Context: an optimization exercise on an open-source flow, tuned for small area, a short achievable clock period and few clock cycles per item. The choices shown serve that exercise and are no tape-out recipe. The RTL was checked by simulation tests, not by an equivalence proof against the original design. Power is estimated from default activity; no workload was simulated.

==> try-sierra <==
==> flow/design.v (excerpt) <==
module pma_engine (
    input  wire        clk,
    input  wire        rst,
    input  wire        cmd_valid,
    output wire        cmd_ready,
    input  wire [31:0] cmd_word,
    input  wire [7:0]  cmd_len,
    input  wire        in_valid,
    output wire        in_ready,
    input  wire [7:0]  in_data,
    output wire        out_valid,
    input  wire        out_ready,
    output wire [7:0]  out_data,
    output wire        res_valid,
    input  wire        res_ready,
    output wire [3:0]  res_status,
    output wire [31:0] res_value
);
Settings: LEC_CHECK=0, CAP_MARGIN=20, CORE_MARGIN=2, CORE_UTILIZATION=60, SLEW_MARGIN=20; clock period 10.0 ns.
run.sh (not shown) runs the stock make flow with config.mk's settings and CLKGATE_MAP_FILE= SYNTH_SCRIPT=/design/flow/synth_recipe.tcl, a recipe that flattens the netlist after the stock synthesis.
==> try-onyx: changes against try-sierra <==
--- a/flow/design.v
+++ b/flow/design.v
@@ -37,11 +37,11 @@
     wire [7:0] d_imm = cmd_word[15:8];
     wire [7:0] d_ch  = cmd_word[23:16];
     wire [7:0] d_rsv = cmd_word[31:24];
     wire d_codec = (d_op >= 8'h01) && (d_op <= 8'h07);
     wire d_rsm   = (d_op >= 8'h10) && (d_op <= 8'h13);
-    wire d_ill   = !(d_codec || d_rsm) ||
+    wire d_ill   = (d_rsv != 8'd0) || !(d_codec || d_rsm) ||
                    (d_codec && ((d_imm != 8'd0) || (d_ch != 8'd0))) ||
                    (d_rsm && ((d_ch >= 8'd4) || (cmd_len != 8'd0) ||
                               ((d_op != 8'h10) && (d_imm != 8'd0))));
     wire d_len0  = (cmd_len == 8'd0);
     wire d_big   = (cmd_len > 8'd16);
@@ -50,17 +50,17 @@
     wire [3:0] d_k = d_ill ? K_ILL : d_codec ? (d_big ? K_LEN : d_op[3:0]) :
                      {2'b10, d_op[1:0]};
     wire [7:0] d_x = ((d_op == 8'h10) && d_len0) ? d_imm : cmd_len;
     wire d_stf  = d_okc && ((d_op[2:0] == 3'd1) || (d_op[2:0] == 3'd5) || (d_op[2:0] == 3'd7));
     wire d_unst = d_okc && ((d_op[2:0] == 3'd2) || (d_op[2:0] == 3'd6));
-    wire [22:0] c_in = {d_rsv != 8'd0, d_okr && (d_op[1:0] == 2'd0), d_okr, d_stf, d_unst,
+    wire [21:0] c_in = {d_okr && (d_op[1:0] == 2'd0), d_okr, d_stf, d_unst,
                         d_k, d_ch[1:0], d_x, d_len0, cmd_len == 8'd1,
                         d_imm == SOP, d_imm == EOP};
-    reg [22:0] cq0, cq1;
+    reg [21:0] cq0, cq1;
     reg [1:0]  ccnt;
     reg        c_rdy;
-    wire       c_push = cmd_valid & (ccnt != 2'd2);
+    wire       c_push = cmd_valid & c_rdy;
     wire       c_pop;
     always @(posedge clk) begin
         if (rst) begin
             ccnt  <= 2'd0;
             c_rdy <= 1'b1;
@@ -81,11 +81,11 @@
     wire [11:0] b_in = {in_data, in_data == SOP, in_data == EOP, in_data == ESC,
                         (in_data == 8'h5E) || (in_data == 8'h5F) || (in_data == 8'h5D)};
     reg [11:0] bq0, bq1;
     reg [1:0]  bcnt;
     reg        b_rdy;
-    wire       b_push = in_valid & (bcnt != 2'd2);
+    wire       b_push = in_valid & b_rdy;
     wire       b_pop;
     always @(posedge clk) begin
         if (rst) begin
             bcnt  <= 2'd0;
             b_rdy <= 1'b1;
@@ -122,12 +122,11 @@
     reg [RQW:0] occ;
     reg         occ_full;
     wire        x1_rec;                  
     wire        rq_pop;
     wire       hv  = (ccnt != 2'd0);
-    wire       h_rsv = cq0[22];
-    wire [3:0] hk  = h_rsv ? K_ILL : cq0[17:14];
+    wire [3:0] hk  = cq0[17:14];
     wire [1:0] hc  = cq0[13:12];
     wire [7:0] hx  = cq0[11:4];
     wire       hx0 = cq0[3];
     wire       hx1 = cq0[2];
     wire       hxs = cq0[1];
@@ -137,14 +136,14 @@
     wire       b_sop = bq0[3];
     wire       b_eop = bq0[2];
     wire       b_esc = bq0[1];
     wire       b_code = bq0[0];
     wire       b_res = b_sop | b_eop | b_esc;
-    wire h_rsm  = cq0[20] && !h_rsv;
-    wire h_stf  = cq0[19] && !h_rsv;
-    wire h_unst = cq0[18] && !h_rsv;
-    wire h_push = cq0[21] && !h_rsv;
+    wire h_rsm  = cq0[20];
+    wire h_stf  = cq0[19];
+    wire h_unst = cq0[18];
+    wire h_push = cq0[21];
     wire h_buf  = h_stf || h_unst;
     reg       walk;      
     reg [4:0] en;        
     reg [7:0] rem;       
     reg       rem1;      
@@ -348,11 +347,11 @@
     wire       e_fr;                      
     reg  [1:0] e_src;
     reg  [2:0] e_sid;
     wire       x2_rel = x2_v && x2_job && (x2_k == K_UNSTUFF || x2_k == K_UNWRAP) &&
                         (f_src == S_NONE);
-    integer i, j, k;
+    integer i, j;
     always @(posedge clk) begin
         if (rst) begin
             walk <= 1'b0; en <= 5'd0;
             ex_st <= 1'b0;
             jw_en <= 1'b0; jd_set <= 1'b0; en_d <= 5'd0;
@@ -501,12 +500,11 @@
     reg [5:0] e_cnt;
     reg       e_nd;      
     reg       e_pd;      
     reg       e_frd;     
     reg [4:0] rp;
-    reg [3:0] rps [0:7];                 
-    reg [3:0] rpj;                       
+    reg [3:0] rp0, rp1, rp2, rp3, rpj;   
     reg [7:0] rbs, rbj;                  
     reg       rb_v;
     reg [8:0]  ob0, ob1;
     reg [1:0]  ocnt;
     reg        ob_sp;
@@ -592,22 +590,21 @@
         for (gs = 0; gs < 8; gs = gs + 1) begin : SLOT
             reg [7:0] m [0:13];
             always @(posedge clk)
                 if (w_en && w_slot == gs)
                     m[w_idx] <= w_dat;
-            assign s_byte[gs] = m[rps[gs]];
+            assign s_byte[gs] = m[(gs < 2) ? rp0 : (gs < 4) ? rp1 : (gs < 6) ? rp2 : rp3];
         end
     endgenerate
     wire [7:0] rd_sbyte = s_byte[e_sid];
     wire [7:0] rd_jbyte = jb[e_jid][rpj];
     always @(posedge clk) begin
         if (rst) begin
             e_v <= 1'b0; ph <= PH_INIT; e_cnt <= 6'd0;
             e_nd <= 1'b0; e_pd <= 1'b0;
             rb_v <= 1'b0; rp <= 5'd0; rlt_b <= 1'b0; rlt_e <= 1'b0;
-            for (k = 0; k < 8; k = k + 1) rps[k] <= 4'd0;
-            rpj <= 4'd0;
+            rp0 <= 4'd0; rp1 <= 4'd0; rp2 <= 4'd0; rp3 <= 4'd0; rpj <= 4'd0;
         end else begin
             if (e_fr)
                 e_frd <= 1'b1;
             if (e_emit) begin
                 ph <= g_ph;
@@ -618,11 +615,14 @@
             if (rd_go)
                 rlt_b <= (rp_1 < e_blen);
             if (rd_go) begin
                 rb_v <= 1'b1;
                 rp   <= rp + 5'd1;
-                for (k = 0; k < 8; k = k + 1) rps[k] <= rps[k] + 4'd1;
+                rp0  <= rp0 + 4'd1;
+                rp1  <= rp1 + 4'd1;
+                rp2  <= rp2 + 4'd1;
+                rp3  <= rp3 + 4'd1;
                 rpj  <= rpj + 4'd1;
             end else if (e_emit && g_inc) begin
                 rb_v <= 1'b0;
             end
             if (e_rel && !e_load) begin
@@ -639,11 +639,14 @@
                 rlt_e  <= ({4'd0, n_prime} < en);
                 ph     <= PH_INIT;
                 e_cnt  <= 6'd0;
                 rb_v   <= n_prime;
                 rp     <= {4'd0, n_prime};
-                for (k = 0; k < 8; k = k + 1) rps[k] <= {3'd0, n_prime};
+                rp0    <= {3'd0, n_prime};
+                rp1    <= {3'd0, n_prime};
+                rp2    <= {3'd0, n_prime};
+                rp3    <= {3'd0, n_prime};
                 rpj    <= {3'd0, n_prime};
             end
         end
     end
     always @(posedge clk) begin
@@ -670,14 +673,12 @@
     wire [19:0] rr_in = {e_data, e_st,
                          e_stat ? {5'd0, e_val[2:1] == 2'd2, e_val[2:1] != 2'd0, e_val[0]} :
                          e_data ? {2'b00, e_cnt} : e_val,
                          e_stat ? e_val[2:1] : 2'd0,
                          e_stat ? e_val[7:3] : 5'd0};
-    wire o_vi   = (ocnt != 2'd0) && !need_rec && !((rcnt != 2'd0) && !rr0[19]);
-    wire r_vi   = (rcnt != 2'd0) && (!rr0[19] || need_rec);
-    wire o_pop  = o_vi && out_ready;
-    wire r_pop  = r_vi && res_ready;
+    wire o_pop  = o_valid && out_ready;
+    wire r_pop  = r_valid && res_ready;
     wire o_push = e_emit;
     wire r_push = e_rel;
     reg [1:0]  ocnt_n, rcnt_n;
     reg [8:0]  ob0_n;
     reg [19:0] rr0_n;
==> notes <==
In via count, try-sierra and try-onyx hardly differ. Of try-onyx and try-sierra, try-onyx has the higher sequential share of layout area (gap 0.40 points). Clock skew: try-onyx is lower than try-sierra (0.0046 ns). In try-onyx the critical path depth is higher than in try-sierra, by 2. Of try-sierra and try-onyx, try-sierra has the higher register-to-register slack (gap 0.16 ns). Sequential power: try-sierra is smaller than try-onyx (about 6%). Core utilization: try-onyx is lower than try-sierra (0.55 points). Against try-sierra, the first-iteration DRC count of try-onyx is larger by 5.6%.
==> figures <==
|  | try-sierra | try-onyx |
|---|---|---|
| Status | finished clean | finished clean |
| Worst Hold Launch | bq0[6] | cq0[11] |
| Met1 Wirelength | 67800 µm | 68300 µm |
| Leak Pwr | 25.5 nW | 25.2 nW |
| Power dissipated in the clock network | 6.48 mW | 6.33 mW |
| Count of different cell masters after synthesis | 90 | 87 |
| Met2 GRT Util | 43.6% | 45.8% |
| Worst endpoint required time | 10.55 ns | 10.54 ns |
| Slew @ Worst Pin | 1.10 ns | 1.15 ns |
| Critical Path Stages | 6 | 8 |
| Max stage delay on crit path | 0.79 ns | 0.73 ns |
| Post-synthesis cell count | 4270 | 4265 |
| GP Congestion | 0.889 | 0.905 |
| Relative contribution of sequential cells to total power | 51.0% | 51.5% |
| Ratio of cells with drive above 1 in the final layout | 18.7% | 17.7% |
| Register area share after synthesis | 70.8% | 71.0% |
| Average wire per standard cell | 26.5 µm | 27.4 µm |
Testbench counts of try-sierra, summed over its fixed seeds: cycles 19,320, items 5,121.
Testbench counts of try-onyx, summed over its fixed seeds: cycles 19,320, items 5,121.

* * *

==> run a: inputs <==
Another version of the RTL of pma_engine (not shown whole).
Settings: LEC_CHECK=0, CAP_MARGIN=20, CORE_MARGIN=2, CORE_UTILIZATION=60, SLEW_MARGIN=20; clock period 10.0 ns.
==> run b: changes against run a <==
--- a/flow/design.v
+++ b/flow/design.v
@@ -147,17 +147,17 @@
     wire h_buf  = h_stf || h_unst;
     reg       walk;      
     reg [4:0] en;        
     reg [7:0] rem;       
     reg       rem1;      
-    reg [7:0] sum;
+    reg [7:0] sum;       
     reg [5:0] ol;        
     reg       esc, ierr, fbad;
     reg [3:0] epos;
     reg       ex_st;     
     reg       ex_b;      
-    reg       jw_en, jw_b, jd_set, jd_z;
+    reg       jw_en, jw_b, jd_set, jd_z, jd_unst;
     reg [3:0] jw_idx;
     reg [7:0] jw_dat;
     reg [4:0] en_d;      
     wire r0 = walk ? 1'b0 : hx0;
     wire r1 = walk ? rem1 : hx1;
@@ -207,11 +207,11 @@
     always @(*) begin
         n_sum = c_sum; n_ol = c_ol; n_esc = c_esc; n_ierr = c_ierr; n_fbad = c_fbad; n_epos = epos;
         wr_en = 1'b0; wr_idx = en[3:0]; wr_dat = bd;
         body = (hk == K_UNSTUFF) || (walk && !r1);
         if (h_stf) begin
-            n_sum = c_sum + bd;
+            n_sum = c_sum - bd;
             n_ol  = c_ol + (b_res ? 6'd2 : 6'd1);
             wr_en = 1'b1;
         end else if (h_unst) begin
             if (hk == K_UNWRAP) begin
                 if (!walk && !b_sop) n_fbad = 1'b1;
@@ -223,25 +223,25 @@
                 if (c_esc) begin
                     n_esc = 1'b0;
                     if (b_code) begin
                         wr_en = 1'b1;
                         n_ol  = c_ol + 6'd1;
-                        n_sum = c_sum + {bd[7:6], ~bd[5], bd[4:0]};
+                        n_sum = c_sum - {bd[7:6], ~bd[5], bd[4:0]};
                     end else begin
                         n_ierr = 1'b1;
                         n_epos = en[3:0] - 4'd1;
                     end
                 end else if (b_esc) begin
                     n_esc = 1'b1;
                 end else begin
                     wr_en = 1'b1;
                     n_ol  = c_ol + 6'd1;
-                    n_sum = c_sum + bd;
+                    n_sum = c_sum - bd;
                 end
             end
         end else begin
-            n_sum = c_sum + bd;
+            n_sum = c_sum - bd;
         end
         if (!take) begin
             n_sum = c_sum; n_ol = c_ol; n_esc = c_esc; n_ierr = c_ierr; n_fbad = c_fbad; n_epos = epos;
             wr_en = 1'b0;
         end
@@ -296,11 +296,11 @@
     reg [3:0] f_st;
     reg [7:0] f_v;
     reg       f_stat;
     reg [1:0] f_src;
     reg [2:0] f_sid;
-    wire [7:0] x2_ck = 8'd0 - x2_val;
+    wire [7:0] x2_ck = x2_val;
     always @(*) begin
         f_st = x2_st; f_v = x2_val; f_stat = x2_stat; f_src = x2_src; f_sid = x2_sid;
         if (x2_job) begin
             f_st = ST_OK; f_v = 8'd0; f_stat = 1'b0; f_src = S_NONE; f_sid = {2'b00, x2_b};
             case (x2_k)
@@ -456,19 +456,20 @@
         jw_dat <= wr_dat;
         if (jw_en)
             jb[jw_b][jw_idx] <= jw_dat;
         jd_z   <= !(walk || take);
         if (jd_set)
-            j_ck[jw_b] <= jd_z ? 8'd0 : 8'd0 - sum;
+            j_ck[jw_b] <= jd_z ? 8'd0 : sum;
         if (alloc) begin
             ex_b <= nb;
             j_mode[nb] <= (hk == K_STUFF) ? M_STUFF : (hk == K_WRAP) ? M_WRAP :
                           (hk == K_SEAL) ? M_SEAL : M_PLAIN;
             j_len[nb]  <= hx[4:0];
         end
-        if ((fin_ct || fin_job) && h_unst)
-            j_len[cb] <= n_ol[4:0];
+        jd_unst <= h_unst;
+        if (jd_set && jd_unst)
+            j_len[jw_b] <= jd_z ? 5'd0 : ol[4:0];
         if (fin_rsm && h_push && !c_full && c_acc && !c_alen[4] && hxe)
             s_len[{hc, c_as}] <= c_alen[3:0] - 4'd1;
         w_slot <= {hc, c_as};
         w_idx  <= c_alen[3:0] - 4'd1;
         w_dat  <= hx;
--- a/flow/config.mk
+++ b/flow/config.mk
@@ -6,6 +6,7 @@
 export NUM_CORES = 4
 export LEC_CHECK = 0
 export CAP_MARGIN = 20
 export CORE_MARGIN = 2
 export CORE_UTILIZATION = 60
+export GPL_TIMING_DRIVEN = 0
 export SLEW_MARGIN = 20
==> run c: changes against run a <==
--- a/flow/design.v
+++ b/flow/design.v
@@ -39,26 +39,28 @@
     wire [7:0] d_rsv = cmd_word[31:24];
     wire d_codec = (d_op >= 8'h01) && (d_op <= 8'h07);
     wire d_rsm   = (d_op >= 8'h10) && (d_op <= 8'h13);
     wire d_ill   = !(d_codec || d_rsm) ||
                    (d_codec && ((d_imm != 8'd0) || (d_ch != 8'd0))) ||
-                   (d_rsm && ((d_ch >= 8'd4) || ((d_op != 8'h10) && (d_imm != 8'd0))));
+                   (d_rsm && ((d_ch >= 8'd4) || (cmd_len != 8'd0) ||
+                              ((d_op != 8'h10) && (d_imm != 8'd0))));
     wire d_len0  = (cmd_len == 8'd0);
     wire d_big   = (cmd_len > 8'd16);
-    wire d_okc   = !d_ill && d_codec;
+    wire d_okc   = !d_ill && d_codec && !d_big;
     wire d_okr   = !d_ill && d_rsm;
-    wire [3:0] d_k = d_ill ? K_ILL : d_codec ? d_op[3:0] : {2'b10, d_op[1:0]};
+    wire [3:0] d_k = d_ill ? K_ILL : d_codec ? (d_big ? K_LEN : d_op[3:0]) :
+                     {2'b10, d_op[1:0]};
     wire [7:0] d_x = ((d_op == 8'h10) && d_len0) ? d_imm : cmd_len;
     wire d_stf  = d_okc && ((d_op[2:0] == 3'd1) || (d_op[2:0] == 3'd5) || (d_op[2:0] == 3'd7));
     wire d_unst = d_okc && ((d_op[2:0] == 3'd2) || (d_op[2:0] == 3'd6));
-    wire [23:0] c_in = {d_big, d_rsv != 8'd0, d_okr && (d_op[1:0] == 2'd0), d_okr, d_stf, d_unst,
+    wire [22:0] c_in = {d_rsv != 8'd0, d_okr && (d_op[1:0] == 2'd0), d_okr, d_stf, d_unst,
                         d_k, d_ch[1:0], d_x, d_len0, cmd_len == 8'd1,
                         d_imm == SOP, d_imm == EOP};
-    reg [23:0] cq0, cq1;
+    reg [22:0] cq0, cq1;
     reg [1:0]  ccnt;
     reg        c_rdy;
-    wire       c_push = cmd_valid & (ccnt != 2'd2);
+    wire       c_push = cmd_valid & c_rdy;
     wire       c_pop;
     always @(posedge clk) begin
         if (rst) begin
             ccnt  <= 2'd0;
             c_rdy <= 1'b1;
@@ -79,11 +81,11 @@
     wire [11:0] b_in = {in_data, in_data == SOP, in_data == EOP, in_data == ESC,
                         (in_data == 8'h5E) || (in_data == 8'h5F) || (in_data == 8'h5D)};
     reg [11:0] bq0, bq1;
     reg [1:0]  bcnt;
     reg        b_rdy;
-    wire       b_push = in_valid & (bcnt != 2'd2);
+    wire       b_push = in_valid & b_rdy;
     wire       b_pop;
     always @(posedge clk) begin
         if (rst) begin
             bcnt  <= 2'd0;
             b_rdy <= 1'b1;
@@ -121,14 +123,11 @@
     reg         occ_full;
     wire        x1_rec;                  
     wire        rq_pop;
     wire       hv  = (ccnt != 2'd0);
     wire       h_rsv = cq0[22];
-    wire       h_big = cq0[23];
-    wire [3:0] h_kr  = cq0[17:14];
-    wire       h_kill = h_rsv || (cq0[20] && !cq0[3]);
-    wire [3:0] hk  = h_kill ? K_ILL : (!h_kr[3] && h_big) ? K_LEN : h_kr;
+    wire [3:0] hk  = h_rsv ? K_ILL : cq0[17:14];
     wire [1:0] hc  = cq0[13:12];
     wire [7:0] hx  = cq0[11:4];
     wire       hx0 = cq0[3];
     wire       hx1 = cq0[2];
     wire       hxs = cq0[1];
@@ -138,14 +137,14 @@
     wire       b_sop = bq0[3];
     wire       b_eop = bq0[2];
     wire       b_esc = bq0[1];
     wire       b_code = bq0[0];
     wire       b_res = b_sop | b_eop | b_esc;
-    wire h_rsm  = cq0[20] && !h_rsv && cq0[3];
-    wire h_stf  = cq0[19] && !h_rsv && !h_big;
-    wire h_unst = cq0[18] && !h_rsv && !h_big;
-    wire h_push = cq0[21] && !h_rsv && cq0[3];
+    wire h_rsm  = cq0[20] && !h_rsv;
+    wire h_stf  = cq0[19] && !h_rsv;
+    wire h_unst = cq0[18] && !h_rsv;
+    wire h_push = cq0[21] && !h_rsv;
     wire h_buf  = h_stf || h_unst;
     reg       walk;      
     reg [4:0] en;        
     reg [7:0] rem;       
     reg       rem1;      
@@ -671,14 +670,12 @@
     wire [19:0] rr_in = {e_data, e_st,
                          e_stat ? {5'd0, e_val[2:1] == 2'd2, e_val[2:1] != 2'd0, e_val[0]} :
                          e_data ? {2'b00, e_cnt} : e_val,
                          e_stat ? e_val[2:1] : 2'd0,
                          e_stat ? e_val[7:3] : 5'd0};
-    wire o_vi   = (ocnt != 2'd0) && !need_rec && !((rcnt != 2'd0) && !rr0[19]);
-    wire r_vi   = (rcnt != 2'd0) && (!rr0[19] || need_rec);
-    wire o_pop  = o_vi && out_ready;
-    wire r_pop  = r_vi && res_ready;
+    wire o_pop  = o_valid && out_ready;
+    wire r_pop  = r_valid && res_ready;
     wire o_push = e_emit;
     wire r_push = e_rel;
     reg [1:0]  ocnt_n, rcnt_n;
     reg [8:0]  ob0_n;
     reg [19:0] rr0_n;
==> flow_metrics.py <==
metrics = {
    "worst_setup_path": {
        "path_cells": "inv_1 -> ha_1 -> or3b_2 -> nor4b_1 -> nand2_1 -> nand2_1 -> a41o_1 -> inv_1 -> ha_1 -> nor3_1",
        "worstSetupStartpointType": "flop",
        "critPathRequiredTime_ns": 10.44,
    },
    "outcome": {
        "status": "no timing/DRC/antenna violations",
    },
    "finish": {
        "final-seq-area_mm2": 0.0509,
        "layout_common_cells": "edfxtp_1 (1566), nor2_1 (380), mux4_2 (342), nand2_1 (236), clkbuf_16 (178)",
        "n_clock_buffer": 234,
    },
    "drt": {
        "wl_met3_mm": 8.68,
    },
    "placement": {
        "dpl_cell_area_mm2": 0.0745,
    },
}
Source of the figures above: run a

==> flow_metrics.py <==
metrics = {
    "worst_setup_path": {
        "path_cells": "clkdlybuf4s50_1 -> nor4_1 -> nand3b_1 -> or4_1 -> or3b_1 -> o41ai_2 -> nand3_1 -> mux2_2",
        "critPathRequiredTime_ns": 10.53,
    },
    "finish": {
        "layout_common_cells": "edfxtp_1 (1564), nor2_1 (372), mux4_2 (336), nand2_1 (248), clkbuf_16 (182)",
        "fin_cells": 6129,
        "n_clock_buffer": 237,
    },
    "outcome": {
        "status": "no timing/DRC/antenna violations",
    },
    "synthesis": {
        "netlist_instances": 4284,
    },
    "global_route": {
        "met2_usage_pct": 44.4,
    },
    "drt": {
        "drc": 0,
        "wl_met3_mm": 10.9,
    },
    "power": {
        "p_total_w": 0.0194,
    },
}
Source of the figures above: run c

==> flow_metrics.py <==
metrics = {
    "outcome": {
        "status": "no timing/DRC/antenna violations",
    },
    "worst_setup_path": {
        "path_cells": "buf_1 -> clkbuf_1 -> clkbuf_1 -> buf_1 -> nand2_1 -> ha_1 -> fa_1 -> nor2b_1 -> o21a_1 -> o21ai_0 -> o311ai_0 -> a22oi_1 -> mux2_2 -> a21oi_1",
        "critPathRequiredTime_ns": 10.64,
    },
    "global_route": {
        "met3_usage_pct": 5.27,
    },
    "finish": {
        "n_clock_buffer": 232,
        "layout_common_cells": "edfxtp_1 (1566), nor2_1 (395), mux4_2 (338), nand2_1 (289), clkbuf_16 (180)",
        "final-seq-area_mm2": 0.0509,
    },
    "drt": {
        "wl_met3_mm": 13.5,
    },
    "placement": {
        "dpl_cell_area_mm2": 0.0754,
    },
}
Source of the figures above: run b

Testbench counts of run a, summed over its fixed seeds: cycles 19,320, items 5,121.
Testbench counts of run b, summed over its fixed seeds: cycles 19,320, items 5,121.
Testbench counts of run c, summed over its fixed seeds: cycles 19,320, items 5,121.

[re-timing with driven ports]
How much do the figures lean on ideal ports? The routed layouts below were timed once more, with nothing changed but the port constraints.
Step 1: set_driving_cell puts a clkbuf_16 on clk and a buf_2 on each other input, an assumption about the parent block.
Step 2, shift: input delay + t, output delay - t, t = (earliest + latest rising clock arrival at the registers) / 2. This alone moves slack from input paths to output paths.
Three values: no drivers, after step 1, after step 2; two values: the first two.
run	t, ns	setup slack, ns	latest minus earliest clock arrival (ns)	worst slew at a driven data input, ns	pins driven straight from the clock port
try-sierra	0.869	5.964 / 5.987 / 5.145	0.028 / 0.027	0.17	1
try-onyx	0.862	5.748 / 5.808 / 4.946	0.021 / 0.022	0.18	1
run a	0.867	5.923 / 5.923 / 5.388	0.030 / 0.029	0.12	1
run b	0.865	4.453 / 4.453 / 4.146	0.034 / 0.034	0.17	1
run c	0.863	5.794 / 5.845 / 4.983	0.026 / 0.025	0.17	1
After both steps every run listed still meets setup and hold. For try-sierra, which loses most, drivers alone change the setup slack by +0.023 ns; drivers and shift together by -0.819 ns.
